Context: an optimization exercise on an open-source flow, tuned for small area. The choices shown serve that exercise and are no tape-out recipe. At most, simulation tests tie the RTL to the original design; equivalence was not proved. No activity file was given, so power comes from the tool's default toggle rates.

## the reference run
==> flow/design.v <==
module flashmap (
    input  wire        clk,
    input  wire        rst,           
    input  wire        cpu_valid,
    input  wire        cpu_we,
    input  wire [15:0] cpu_addr,
    input  wire [7:0]  cpu_wdata,
    output wire        cpu_ready,
    output reg         cpu_rvalid,
    output wire [7:0]  cpu_rdata,
    output wire [18:0] mem_addr,
    output wire        mem_we,
    output wire [7:0]  mem_wdata,
    input  wire [7:0]  mem_rdata,
    output wire [12:0] ram_addr,
    output wire        ram_we,
    output wire [7:0]  ram_wdata,
    input  wire [7:0]  ram_rdata,
    output wire [1:0]  game_slot,
    output wire [2:0]  bank_slot2
);
    localparam [1:0] MODE_NONE = 2'd0;
    localparam [1:0] MODE_ID   = 2'd1;
    localparam [1:0] MODE_SE   = 2'd2;
    localparam [1:0] MODE_BP   = 2'd3;
    reg  [1:0]  game_slot_q;
    reg  [2:0]  bank_slot2_q;
    reg         busy_q;
    reg  [1:0]  mode_q;
    reg  [1:0]  sc_q;
    reg  [2:0]  bp_q;
    localparam [13:0] ERASE_POL = 14'b10101010101010;
    reg  [13:0] cnt_q;
    reg         p_q, u_q, v_q;
    wire        accept   = cpu_valid && !busy_q;
    wire        do_read  = accept && !cpu_we;
    wire        do_write = accept && cpu_we;
    wire [1:0]  window   = cpu_addr[15:14];
    wire        in_rom   = (window != 2'd3);
    wire        wr_low   = do_write && in_rom;
    wire        addr_5555 = (cpu_addr == 16'h5555);
    wire        addr_2aaa = (cpu_addr == 16'h2AAA);
    wire        p_aa = addr_5555 && cpu_wdata == 8'hAA;
    wire        p_55 = addr_2aaa && cpu_wdata == 8'h55;
    wire        p_80 = addr_5555 && cpu_wdata == 8'h80;
    wire        p_a0 = addr_5555 && cpu_wdata == 8'hA0;
    wire        p_90 = addr_5555 && cpu_wdata == 8'h90;
    wire seq_step = do_write && (addr_5555 || addr_2aaa);
    wire done_bp  = bp_q == 3'd4 && p_55;
    wire done_se  = sc_q[1] && p_a0;
    wire done_id  = sc_q[1] && p_90;
    wire seq_done = done_bp || done_se || done_id;
    reg [2:0] bp_nx;
    always @(*) begin
        case (bp_q)
            3'd0:    bp_nx = p_aa ? 3'd1 : 3'd0;
            3'd1:    bp_nx = p_55 ? 3'd2 : 3'd0;
            3'd2:    bp_nx = p_80 ? 3'd3 : 3'd0;
            3'd3:    bp_nx = p_aa ? 3'd4 : 3'd0;
            default: bp_nx = 3'd0;
        endcase
    end
    wire [1:0] sc_nx = {sc_q[0] && p_55, !sc_q[0] && !sc_q[1] && p_aa};
    wire consume    = wr_low && !(seq_step && seq_done);
    wire do_program = consume && mode_q == MODE_BP;
    wire [5:0] sect_w  = {1'b0, game_slot_q, bank_slot2_q} - {4'd0, 2'd2 - window};
    wire       erase_start = consume && mode_q == MODE_SE &&
                             cpu_wdata == 8'h30 && !sect_w[5];
    wire [13:0] es      = cnt_q ^ ERASE_POL;      
    wire        es_z    = es[12:0] == 13'd0;
    wire        es_fb   = es[13] ^ es[4] ^ es[2] ^ es[0] ^ es_z;
    wire        erase_end = busy_q && es_z && es[13];
    always @(posedge clk) begin
        if (rst) begin
            game_slot_q  <= 2'd0;
            bank_slot2_q <= 3'd2;
            busy_q       <= 1'b0;
            mode_q       <= MODE_NONE;
            sc_q         <= 2'd0;
            bp_q         <= 3'd0;
        end else begin
            if (do_write && cpu_addr == 16'hFFFE)
                game_slot_q <= cpu_wdata[1:0];
            if (do_write && cpu_addr == 16'hFFFF)
                bank_slot2_q <= cpu_wdata[2:0];
            if (seq_step) begin
                sc_q <= sc_nx;
                bp_q <= bp_nx;
            end
            if (busy_q) begin
                if (erase_end) begin
                    busy_q <= 1'b0;
                    mode_q <= MODE_NONE;
                end
            end else if (seq_step && seq_done) begin
                if (done_bp)      mode_q <= MODE_BP;
                else if (done_se) mode_q <= MODE_SE;
                else              mode_q <= MODE_ID;
            end else if (erase_start) begin
                busy_q <= 1'b1;
                mode_q <= window;
            end else if (consume) begin
                mode_q <= MODE_NONE;
            end
        end
    end
    always @(posedge clk) begin
        if (busy_q && !rst)
            cnt_q <= {es[12:0], es_fb} ^ ERASE_POL;
        else
            cnt_q <= ERASE_POL;
    end
    wire id_rd = window == 2'd0 && mode_q == MODE_ID;
    always @(posedge clk) begin
        cpu_rvalid <= do_read && !rst;
        p_q <= !in_rom;
        u_q <= id_rd && cpu_addr[13:0] != 14'd0;
        v_q <= id_rd && cpu_addr[13:0] != 14'd1;
    end
    wire       sel_mem = !p_q && !u_q && !v_q;
    wire [7:0] cval    = {u_q | v_q, u_q & v_q, u_q | v_q, u_q | v_q,
                          v_q, u_q | v_q, u_q | v_q, u_q | v_q};
    assign cpu_rdata = ({8{p_q}} & ram_rdata) | ({8{sel_mem}} & mem_rdata) | cval;
    wire [4:0] ebank = {game_slot_q, bank_slot2_q} - {3'd0, 2'd2 - mode_q};
    wire [4:0] wbank = {game_slot_q, window[1] ? bank_slot2_q : {2'd0, window[0]}};
    assign cpu_ready  = !busy_q;
    assign mem_addr   = {busy_q ? ebank : wbank,
                         (cnt_q & (cpu_addr[13:0] | {14{busy_q}}) & ERASE_POL) |
                         ((cnt_q | (cpu_addr[13:0] & {14{!busy_q}})) & ~ERASE_POL)};
    assign mem_we     = busy_q || do_program;
    assign mem_wdata  = cpu_wdata | {8{busy_q}};
    assign ram_addr   = cpu_addr[12:0];
    assign ram_we     = do_write && !in_rom;
    assign ram_wdata  = cpu_wdata;
    assign game_slot  = game_slot_q;
    assign bank_slot2 = bank_slot2_q;
endmodule
clock: 7.0 ns
lec_check: 0
cap_margin: 20
core_margin: 2
core_utilization: 40
cts_buf_list: sky130_fd_sc_hd__clkbuf_2 sky130_fd_sc_hd__clkbuf_4
slew_margin: 20
standard.sh (not shown) runs the stock make flow with config.mk's settings and CLKGATE_MAP_FILE= SYNTH_SCRIPT=/design/flow/synth_recipe.tcl, a recipe that flattens the netlist after the stock synthesis.
==> flow/flow/run.sh <==
#!/bin/bash
# Standard ORFS layout, with the smallest buffer on every port and small
# clock buffers; each tool's output goes to standard.log (ORFS logs are
# kept under orfs/logs).
set -e
bash standard.sh "BUFFER_PORTS_ARGS=-buffer_cell sky130_fd_sc_hd__buf_1" finish > standard.log 2>&1
Relative to the reference run, the following input files were edited for the trial run:
==> flow/design.v <==
module flashmap (
    input  wire        clk,
    input  wire        rst,           
    input  wire        cpu_valid,
    input  wire        cpu_we,
    input  wire [15:0] cpu_addr,
    input  wire [7:0]  cpu_wdata,
    output wire        cpu_ready,
    output reg         cpu_rvalid,
    output wire [7:0]  cpu_rdata,
    output wire [18:0] mem_addr,
    output wire        mem_we,
    output wire [7:0]  mem_wdata,
    input  wire [7:0]  mem_rdata,
    output wire [12:0] ram_addr,
    output wire        ram_we,
    output wire [7:0]  ram_wdata,
    input  wire [7:0]  ram_rdata,
    output wire [1:0]  game_slot,
    output wire [2:0]  bank_slot2
);
    localparam [1:0] MODE_NONE = 2'd0;
    localparam [1:0] MODE_ID   = 2'd1;
    localparam [1:0] MODE_SE   = 2'd2;
    localparam [1:0] MODE_BP   = 2'd3;
    reg  [1:0]  game_slot_q;
    reg  [2:0]  bank_slot2_q;
    reg         busy_q;
    reg  [1:0]  mode_q;
    reg  [1:0]  sc_q;
    reg  [2:0]  bp_q;
    localparam [13:0] ERASE_POL = 14'b10101010101010;
    reg  [13:0] cnt_q;
    reg         p_q, u_q, v_q;
    wire        accept   = cpu_valid && !busy_q;
    wire        do_read  = accept && !cpu_we;
    wire        do_write = accept && cpu_we;
    wire [1:0]  window   = cpu_addr[15:14];
    wire        in_rom   = (window != 2'd3);
    wire        wr_low   = do_write && in_rom;
    wire        addr_5555 = (cpu_addr == 16'h5555);
    wire        addr_2aaa = (cpu_addr == 16'h2AAA);
    wire        p_aa = addr_5555 && cpu_wdata == 8'hAA;
    wire        p_55 = addr_2aaa && cpu_wdata == 8'h55;
    wire        p_80 = addr_5555 && cpu_wdata == 8'h80;
    wire        p_a0 = addr_5555 && cpu_wdata == 8'hA0;
    wire        p_90 = addr_5555 && cpu_wdata == 8'h90;
    wire seq_step = do_write && (addr_5555 || addr_2aaa);
    wire done_bp  = bp_q == 3'd4 && p_55;
    wire done_se  = sc_q[1] && p_a0;
    wire done_id  = sc_q[1] && p_90;
    wire seq_done = done_bp || done_se || done_id;
    reg [2:0] bp_nx;
    always @(*) begin
        case (bp_q)
            3'd0:    bp_nx = p_aa ? 3'd1 : 3'd0;
            3'd1:    bp_nx = p_55 ? 3'd2 : 3'd0;
            3'd2:    bp_nx = p_80 ? 3'd3 : 3'd0;
            3'd3:    bp_nx = p_aa ? 3'd4 : 3'd0;
            default: bp_nx = 3'd0;
        endcase
    end
    wire [1:0] sc_nx = {sc_q[0] && p_55, !sc_q[0] && !sc_q[1] && p_aa};
    wire consume    = wr_low && !(seq_step && seq_done);
    wire do_program = consume && mode_q == MODE_BP;
    wire       w0 = window == 2'd0;
    wire       w1 = window == 2'd1;
    wire       sect_neg = game_slot_q == 2'd0 && bank_slot2_q[2:1] == 2'd0 &&
                          (w0 || (w1 && !bank_slot2_q[0]));
    wire       erase_start = consume && mode_q == MODE_SE &&
                             cpu_wdata == 8'h30 && !sect_neg;
    wire [13:0] es      = cnt_q ^ ERASE_POL;      
    wire        es_z    = es[12:0] == 13'd0;
    wire        es_fb   = es[13] ^ es[4] ^ es[2] ^ es[0] ^ es_z;
    wire        erase_end = busy_q && es_z && es[13];
    always @(posedge clk) begin
        if (rst) begin
            game_slot_q  <= 2'd0;
            bank_slot2_q <= 3'd2;
            busy_q       <= 1'b0;
            mode_q       <= MODE_NONE;
            sc_q         <= 2'd0;
            bp_q         <= 3'd0;
        end else begin
            if (do_write && cpu_addr == 16'hFFFE)
                game_slot_q <= cpu_wdata[1:0];
            if (do_write && cpu_addr == 16'hFFFF)
                bank_slot2_q <= cpu_wdata[2:0];
            if (seq_step) begin
                sc_q <= sc_nx;
                bp_q <= bp_nx;
            end
            if (busy_q) begin
                if (erase_end) begin
                    busy_q <= 1'b0;
                    mode_q <= MODE_NONE;
                end
            end else if (seq_step && seq_done) begin
                if (done_bp)      mode_q <= MODE_BP;
                else if (done_se) mode_q <= MODE_SE;
                else              mode_q <= MODE_ID;
            end else if (erase_start) begin
                busy_q <= 1'b1;
                mode_q <= {w0, w1};
            end else if (consume) begin
                mode_q <= MODE_NONE;
            end
        end
    end
    always @(posedge clk) begin
        if (busy_q && !rst)
            cnt_q <= {es[12:0], es_fb} ^ ERASE_POL;
        else
            cnt_q <= ERASE_POL;
    end
    wire id_rd = window == 2'd0 && mode_q == MODE_ID;
    always @(posedge clk) begin
        cpu_rvalid <= do_read && !rst;
        p_q <= !in_rom;
        u_q <= id_rd && cpu_addr[13:0] != 14'd0;
        v_q <= id_rd && cpu_addr[13:0] != 14'd1;
    end
    wire       sel_mem = !p_q && !u_q && !v_q;
    wire [7:0] cval    = {u_q | v_q, u_q & v_q, u_q | v_q, u_q | v_q,
                          v_q, u_q | v_q, u_q | v_q, u_q | v_q};
    assign cpu_rdata = ({8{p_q}} & ram_rdata) | ({8{sel_mem}} & mem_rdata) | cval;
    wire [4:0] gb  = {game_slot_q, bank_slot2_q};
    wire       brw = busy_q && (mode_q[1] || (mode_q[0] && !gb[0]));
    wire [4:0] bor = {brw && gb[3:1] == 3'd0, brw && gb[2:1] == 2'd0,
                      brw && !gb[1], brw, busy_q && mode_q[0]};
    wire [4:0] wbank = {game_slot_q, window[1] ? bank_slot2_q : {2'd0, window[0]}};
    assign cpu_ready  = !busy_q;
    assign mem_addr   = {game_slot_q ^ bor[4:3],
                         busy_q ? bank_slot2_q ^ bor[2:0] : wbank[2:0],
                         (cnt_q & (cpu_addr[13:0] | {14{busy_q}}) & ERASE_POL) |
                         ((cnt_q | (cpu_addr[13:0] & {14{!busy_q}})) & ~ERASE_POL)};
    assign mem_we     = busy_q || do_program;
    assign mem_wdata  = cpu_wdata | {8{busy_q}};
    assign ram_addr   = cpu_addr[12:0];
    assign ram_we     = do_write && !in_rom;
    assign ram_wdata  = cpu_wdata;
    assign game_slot  = game_slot_q;
    assign bank_slot2 = bank_slot2_q;
endmodule
### Flow results
The run showing the greater portion of the layout cell area used by non-clock buffers is the trial run.
Compared to the reference run, the trial run has growth of design area from synthesis to finish 1.3 points higher.
The combinational cell power in the trial run sits 6.0% below the value recorded for the reference run.
Buffer count excluding the clock tree in the final layout is higher on the reference run
Compared with the reference run, in the trial run number of filler cells placed in the layout went down, total length of routed wires went down.
From the reference run to the trial run the numbers moved as follows: power share of the sequential group decreased by 2.3 points relative to the old numbers; per-cell via count in the routed design decreased by 0.10 relative to the old numbers.
No functional check of the RTL was part of the reference run.

## what the ideal ports hide
How much do the figures lean on ideal ports? The routed layouts below were timed once more, with nothing changed but the port constraints. Step 1 assumes that a clkbuf_16 drives the clock port and a buf_2 every other input. Step 2 adds t to the input delays and takes it off the output delays; t is the mean of the earliest and latest rising clock arrival at the registers after step 1. Input paths then give back, and output paths get back, about the clock's delay inside the block. Slacks: no drivers / after step 1 / after step 2; pairs: no drivers / after step 1.
run | t, ns | setup slack, ns | worst hold slack (ns) | worst setup path after step 2 | clock arrival spread, ns
the reference run | 0.366 | 2.185 / 2.162 / 2.162 | 0.427 / 0.427 / 0.427 | input to output | 0.011 / 0.011
the trial run | 0.350 | 2.230 / 2.210 / 2.210 | 0.406 / 0.406 / 0.406 | input to output | 0.008 / 0.009
After both steps every run listed still meets setup and hold. The setup slack of the reference run, which loses most, moves by -0.023 ns with the drivers and by -0.023 ns with both steps.
